This is an optimization exercise on Yosys and OpenROAD, whose aim is small area, not a production implementation. Function was checked by simulation only, so behaviour that the tests miss may differ from the original. Power figures rest on the tool's default switching activity, not on a simulated workload.

[config.mk]
export PLATFORM = sky130hd
export DESIGN_NAME = nand_timing_unit
export DESIGN_NICKNAME = nand_timing_unit
export VERILOG_FILES = /design/flow/design.v
export SDC_FILE = /design/flow/constraint.sdc
export NUM_CORES = 4
export LEC_CHECK = 0
export CAP_MARGIN = 20
export CORE_MARGIN = 2
export CORE_UTILIZATION = 40
export PLACE_DENSITY = 0.6
export SLEW_MARGIN = 20
[constraint.sdc]
create_clock -name core_clock -period 12.0 [get_ports {clk}]
set_input_delay 2.4000 -clock core_clock [delete_from_list [all_inputs] [get_ports {clk}]]
set_output_delay 2.4000 -clock core_clock [all_outputs]
set_load 0.01 [all_outputs]
[design.v]
module split_enc #(
    parameter CW  = 10,    
    parameter POS = 6,     
    parameter W   = 1,     
    parameter F   = 256    
) (
    input  wire [CW-1:0]      c,
    output wire [POS+W-1:0]   v
);
    wire [CW-1:0] major0 = c / F;
    wire [CW-1:0] minor0 = c % F;
    wire          carry  = (minor0 > ((1 << POS) - 1));
    wire [CW:0]   major1 = {1'b0, major0} + carry;
    /*verilator lint_off UNUSEDSIGNAL*/
    wire [CW-1:0] minor1 = carry ? {CW{1'b0}} : minor0;
    /*verilator lint_on UNUSEDSIGNAL*/
    wire          sat    = (major1 > ((1 << W) - 1));
    assign v = sat ? {(POS+W){1'b1}} : {major1[W-1:0], minor1[POS-1:0]};
endmodule
module nand_timing_unit (
    input  wire        clk,
    input  wire        rst,
    input  wire        wr_en,
    input  wire [4:0]  wr_addr,
    input  wire [31:0] wr_data,
    input  wire        start,
    input  wire [1:0]  op,
    input  wire        bus16,
    input  wire [31:0] mck_hz,
    output wire        ready,
    output wire        done,
    output reg  [7:0]  answer,
    output wire        unsupported,
    output wire [31:0] result,
    output wire [31:0] setup_reg,
    output wire [31:0] pulse_reg,
    output wire [31:0] cycle_reg,
    output wire [31:0] timings_reg,
    output wire [31:0] mode_reg
);
    localparam OP_NTC = 2'd0;
    localparam OP_PER = 2'd1;
    localparam OP_CYC = 2'd2;
    localparam [31:0] PS_LO = 32'hD4A5_1000;
    localparam [31:0] PS_HI = 32'd232;
    reg  [4:0]  ph;         
    reg         busy;
    reg  [3:0]  j;          
    reg  [1:0]  op_r;
    reg         bus16_r;
    wire ph0  = (ph == 5'd0);
    wire ph31 = (ph == 5'd31);
    wire per  = (op_r == OP_PER);
    wire ntc  = (op_r == OP_NTC);
    wire cyc  = (op_r == OP_CYC);
    assign ready = ~busy & ph31;
    wire   wr    = wr_en & ready;
    wire   go    = start & ready;
    reg [31:0] p_r;
    reg [31:0] w [1:22];
    always @(posedge clk) begin
        if (wr && wr_addr == 5'd0)
            p_r <= wr_data;
    end
    genvar g;
    generate
        for (g = 1; g <= 22; g = g + 1) begin : g_w
            always @(posedge clk) begin
                if (wr && wr_addr == g)
                    w[g] <= wr_data;
                else
                    w[g] <= {w[g][30:0], w[g][31]};
            end
        end
    endgenerate
    reg [4:0] s;
    always @(*) begin
        s = 5'd0;
        case (op_r)
            OP_PER: s[0] = PS_LO[~ph];
            OP_CYC: s[0] = w[22][31];
            default: begin
                case (j)
                    4'd0:  s[0] = w[1][31];
                    4'd1:  s[3:0] = {w[5][31], w[4][31], w[3][31], w[2][31]};
                    4'd2:  s = {w[10][31], w[9][31], w[8][31], w[7][31], w[6][31]};
                    4'd3:  s[0] = w[11][31];
                    4'd4:  s[1:0] = {w[13][31], w[12][31]};
                    4'd5:  s[0] = w[14][31];
                    4'd6:  s[0] = w[15][31];
                    4'd7:  s[0] = w[16][31];
                    4'd8:  s[0] = w[17][31];
                    4'd9:  s[0] = w[18][31];
                    4'd10: s[0] = w[19][31];
                    4'd11: s[0] = w[20][31];
                    default: s[0] = w[21][31];
                endcase
            end
        endcase
    end
    reg  [4:0] alive;
    wire       m = |(alive & s);
    always @(posedge clk)
        alive <= ph31 ? 5'b11111 : (alive & (s | {5{~m}}));
    reg  [31:0] R;          
    reg  [31:0] Q;          
    reg  [31:0] X;          
    reg         iX;         
    wire [31:0] d    = per ? X : p_r;
    wire [31:0] r_in = ph0 ? (per ? PS_HI : 32'd0) : R;
    wire [32:0] rs   = {r_in, m};
    wire [33:0] df   = {1'b0, rs} - {2'b0, d};
    wire        ge   = ~df[33];
    always @(posedge clk) begin
        R <= ge ? df[31:0] : rs[31:0];
        Q <= {Q[30:0], ge};
    end
    wire        rem  = |R;
    wire [3:0]  k    = j - 4'd1;         
    wire [9:0]  c10  = ((|Q[31:10]) | (&Q[9:0])) ? 10'd1023 : (Q[9:0] + {9'd0, rem});
    wire [32:0] qx   = {1'b0, Q} - {1'b0, X};
    wire [9:0]  qx10 = (|qx[31:10]) ? 10'd1023 : qx[9:0];
    wire [11:0] dd   = {2'b0, qx10} + {11'd0, rem} - {11'd0, iX};
    wire        pos  = ~qx[32] & ~dd[11] & (dd != 12'd0);
    wire [9:0]  dp   = pos ? (dd[10] ? 10'd1023 : dd[9:0]) : 10'd0;
    reg  [9:0]  A;          
    wire [9:0]  mx   = (c10 > A) ? c10 : A;
    wire [9:0]  V    = (k == 4'd1) ? dp : ((k == 4'd3 || k == 4'd7) ? mx : c10);
    wire [10:0] asum = {1'b0, A} + {1'b0, V};
    wire [9:0]  anew = asum[10] ? 10'd1023 : asum[9:0];
    wire [5:0] e_s;
    wire [6:0] e_p;
    wire [8:0] e_c;
    wire [3:0] e_m;
    split_enc #(.CW(10), .POS(5), .W(1), .F(128)) u_enc_s (.c(V), .v(e_s));
    split_enc #(.CW(10), .POS(6), .W(1), .F(256)) u_enc_p (.c(V), .v(e_p));
    split_enc #(.CW(10), .POS(7), .W(2), .F(256)) u_enc_c (.c(V), .v(e_c));
    split_enc #(.CW(10), .POS(3), .W(1), .F(64))  u_enc_m (.c(V), .v(e_m));
    reg [5:0] f_s;
    reg [6:0] f_p0, f_p1, f_p2, f_p3;
    reg [8:0] f_c0, f_c1;
    reg [3:0] f_m0, f_m1, f_m2, f_m3;
    reg [3:0] tdf;
    wire post = busy & ph0 & ntc;
    always @(posedge clk) begin
        if (go && op == OP_PER)
            X <= mck_hz;
        if (post) begin
            case (k)
                4'd0: begin f_p0 <= e_p; A <= c10; X <= Q; iX <= rem; end
                4'd1: begin f_s  <= e_s; A <= anew; end
                4'd2: begin A <= anew; end
                4'd3: begin f_p1 <= e_p; f_c0 <= e_c; end
                4'd4: begin A <= c10; X <= Q; iX <= rem; end
                4'd5: begin tdf <= pos ? ((|dp[9:4]) ? 4'd15 : dp[3:0]) : 4'd1; end
                4'd6: begin f_p2 <= e_p; A <= anew; end
                4'd7: begin f_p3 <= e_p; f_c1 <= e_c; end
                4'd8: f_m0 <= e_m;
                4'd9: f_m1 <= e_m;
                4'd10: f_m2 <= e_m;
                4'd11: f_m3 <= e_m;
                default: ;
            endcase
        end
    end
    wire last = ntc ? (j == 4'd13) : (j == 4'd1);
    assign done = busy & ph0 & last;
    always @(posedge clk) begin
        if (rst) begin
            ph   <= 5'd0;
            busy <= 1'b0;
        end else begin
            ph <= ph + 5'd1;
            if (go) begin
                busy    <= 1'b1;
                j       <= 4'd0;
                op_r    <= op;
                bus16_r <= bus16;
            end else if (busy) begin
                if (ph31)
                    j <= j + 4'd1;
                if (done)
                    busy <= 1'b0;
            end
        end
    end
    always @(*) begin
        case (op_r)
            OP_PER:  answer = (X == 32'd0) ? 8'h13 : ((X < 32'd233) ? 8'h14 : 8'h00);
            2'd3:    answer = 8'h12;
            default: answer = (p_r == 32'd0) ? 8'h15 : 8'h00;
        endcase
    end
    assign unsupported = (w[16] < 32'd30000);
    assign result      = Q + {31'd0, rem & cyc};
    assign setup_reg   = {26'd0, f_s};
    assign pulse_reg   = {1'b0, f_p3, 1'b0, f_p2, 1'b0, f_p1, 1'b0, f_p0};
    assign cycle_reg   = {7'd0, f_c1, 7'd0, f_c0};
    assign timings_reg = {1'b1, 3'd0, e_m, 4'd0, f_m3, 4'd0, f_m2, f_m1, f_m0};
    assign mode_reg    = {11'd0, 1'b1, tdf, 2'd0, 1'b0, bus16_r, 10'd0, 2'b11};
endmodule
[run.sh]
#!/bin/bash
# synth_recipe.tcl (not shown) runs the flow's synth.tcl, then flattens the netlist and writes it again
# the make line also repeats each setting of config.mk as NAME=value (left out here)
make -C /OpenROAD-flow-scripts/flow DESIGN_CONFIG=/design/flow/config.mk WORK_HOME=/design/flow/orfs CLKGATE_MAP_FILE= SYNTH_SCRIPT=/design/flow/synth_recipe.tcl finish
==> results.txt <==
## kinds of logic (layout without fill, tap and decap cells)
| family | Yosys count | count (layout) | synth area share (%) |
|---|---|---|---|
| compound gates | 379 | 379 | 6.32 |
| flops | 933 | 933 | 51.7 |
| simple gates | 582 | 582 | 7.73 |
| buf+inv | 385 | 545 | 4.73 |
| mux | 794 | 794 | 23.0 |
| xor+xnor | 100 | 100 | 2.34 |
| other cells | 2 | 88 | 0.0195 |
| fa+ha+maj | 127 | 127 | 4.20 |
## flip-flops by register name, indices dropped and copies added, names as in the netlist, 2 cells and up
signal and flops:
j 4, f_m3 4, op_r 2, alive 5
ph 5, f_c0 9, p_r 32, tdf 4
R 32, f_s 6, f_p2 7, X 32
f_c1 9, Q 32, w 704, f_p1 7
f_m2 4, f_p3 7, f_p0 7, f_m0 4
f_m1 4, A 10
## timing repair
| item | 4_1_cts | 5_1_grt |
|---|---|---|
| resized for setup | 5 | 25 |
| buffers inserted | 3 | 3 |
| cloned | 0 | 0 |
| endpoints found under the setup margin | 4 | 4 |
| pin swaps | 3 | 4 |
## worst max-delay path: cells and delay by family (launching register included)
kind | cells | cell delay, ns
buffers and inverters | 4 | 0.45
multiplexers | 1 | 0.09
flip-flops | 1 | 0.47
AND/OR/NAND/NOR | 16 | 3.77
AO/OA/AOI/OAI | 8 | 1.85
XOR/XNOR | 1 | 0.24
adder cells (fa/ha/maj) | 6 | 1.54
## cell type report
class                   count  area (um2)
repair buffers            268        2470
flip-flops and latches    933       19900
fillers                  8681       50200
clock buffers             138        2770
diodes                      1        2.50
inverters                 103         387
multi-input cells        2069       17300
clock inverters            36         487
well taps                1265        1580
## power groups by stage
stage	Sequential, uW	Combinational (uW)	Clock [uW]
floorplan	3420	972	0
global placement	3450	1420	0
detailed placement	3450	1410	0
CTS	3380	1430	3120
global route	3400	1600	3250
finish	3390	1460	3050
## worst max path at each step
stage / start / endpoint / slack (ns) / depth (start not counted)
CTS: X[18] / timings_reg[27] / 0.06 / 35
detailed placement: X[17] / timings_reg[25] / 0.31 / 35
global placement: X[18] / timings_reg[25] / 0.57 / 36
global route: X[31] / timings_reg[24] / -0.01 / 35
finish: X[14] / timings_reg[24] / 0.55 / 36
floorplan: Q[18] / timings_reg[24] / 2.05 / 35
## stage by stage
| step | hold slack, ns | TNS, ns |
|---|---|---|
| 2_1_floorplan | 0.354 | 0 |
| 3_3_place_gp | 0.409 | 0 |
| 3_5_place_dp | 0.422 | 0 |
| 4_1_cts | 0.433 | 0 |
| 5_1_grt | 0.405 | -0.0280 |
| 6_report | 0.395 | 0 |
## Yosys cell counts, types with 46 or more instances
library cell / n / area (um2)
a21oi_1: 116 / 581
buf_1: 75 / 282
buf_4: 88 / 661
clkbuf_1: 106 / 398
dfxtp_1: 811 / 16200
edfxtp_1: 122 / 3660
ha_1: 123 / 1540
inv_1: 103 / 387
mux2_2: 715 / 8050
mux2i_1: 78 / 781
nand2_1: 138 / 518
nand3_1: 46 / 230
nor2_1: 127 / 477
o21ai_0: 78 / 390
xnor2_1: 68 / 596
## per-layer routing
layer	up-vias	GRT usage (%)	routed length, um
met1	12000	25.4	43600
li1	11800	-	-
met5	-	0	12
met4	2	5.08	2110
met2	482	32.7	46900
met3	123	2.81	3800
==> qor.yml <==
ys.flop_type: "dfxtp_1"
fin_area_um2: 44900
avgSynthCellArea_um2: 11.7
die_w_um: 314
required_ns: 9.60
clk_pin_slew_ns: 0.06
powerDensity_nw_per_um2: 176
worstPathMaxFanout: 9
layout.cells.most_common: "dfxtp_1"
clk_path_buf_depth: 3
path_class: "reg -> out"
synth-seq-cells: 933
insertion_delay_ns: 0.67
dp_slack_ns: 0.305
max_stage_delay_ns: 0.54
cts_sinks: 933
cts-hold-fix-buffers: 0
period_share_pct: 95.4
post-route-util_pct: 47.2
clockPowerShare_pct: 38.6
intPower_uw: 5670
fin_crit_ns: 11.45
drtIter0Drc: 1458
drv_slew: 0
finalSetupViolations: 0
synth-async-reset-ratio_pct: 0
die_h_um: 314
vias: 24500
hold_start: "Q[0]"
ctsRootBufferMaster: "clkbuf_16"
finClkSkew_ns: 0.0394
p_sw_share_pct: 28.1
worst_setup_path_start_kind: "flip-flop"
p_leak_uw: 0.0191
worst_r2r_path_depth: 44
hold_viol: 0
p_seq_share_pct: 42.9
worst_slew_pin_slew_ns: 1.16
timing.rr.end: "A[0]"
synth_warnings: 2
drive_above_1_share_pct: 28.6
drt-total-wl_um: 96400
whs_endpoint: "Q[1]"
p_comb_share_pct: 18.5
slew-limit-headroom_pct: 21.6
drtPass1Iterations: 6
rows: 113
finalPower_uw: 7890
grt_overflow: 0
r2r_start: "X[14]"
synth_cell_types: 82
maxCapViolCount: 0
cp_common_cell: "ha_1"
gp_congestion: 0.893
holdCritPathClass: "reg -> reg"
route.detailed.drc: 0
grt_pass1_wl_um: 146000
finalNetCount: 3674
fin_cells: 4813
ir_drop_uv: 151
max_freq_mhz: 87.4
cts_tree: "done"
port-buffer-count: 191
vias_per_cell: 5.08
wl_per_cell_um: 20.0
cts_max_level: 3
track_usage_pct: 19.2
synth.cell_area_um2: 38500
antenna_found_initial: 3
crit_arrival_ns: 9.05
placed_area_um2: 41500
crit_slowest_cell: "or4_1"
cp-end-kind: "output port"
synth_seq_area_share_pct: 51.7
place_hpwl_um: 65300
core-area_um2: 95200
ant_nets: 0
hold_path_depth: 0
setup_ws_ns: 0.555
synth_cells: 3302
grt_start_max_net_pins: 67
cts_buffers: 96
initial_utilization_pct: 40.5
status: "finished clean"
area.growth.synth_to_final_pct: 16.6
p_switching_uw: 2210
synth-edff-count: 122
placedCellCount: 4632
grt_pass1_vias: 24200
final_cell_mix: "dfxtp_1, mux2_2, clkdlybuf4s50_1"
io_pins: 279
r2r_setup_slack_ns: 1.85
die_area_um2: 98800

static timing again, ports no longer ideal:
No port has a modelled driver above. Below, the same layout with a new extraction and two added sets of constraints.
Step 1 assumes that a clkbuf_16 drives the clock port and a buf_2 every other input.
Step 2 also shifts input and output timing later by t, the mid clock arrival at the registers, as if the neighbouring blocks saw the same clock.
a / b / c = no drivers / after step 1 / after step 2; a / b = the first two.
shift t [ns]: 0.723
setup WS [ns]: 0.555 / 0.486 / 1.209
worst setup path after step 2: register to output
worst register clock-pin slew, ns: 0.07 / 0.07
pins driven straight from the clock port: 1
After both steps this run still meets setup and hold. For this run, drivers alone change the setup slack by -0.069 ns; drivers and shift together by +0.654 ns.
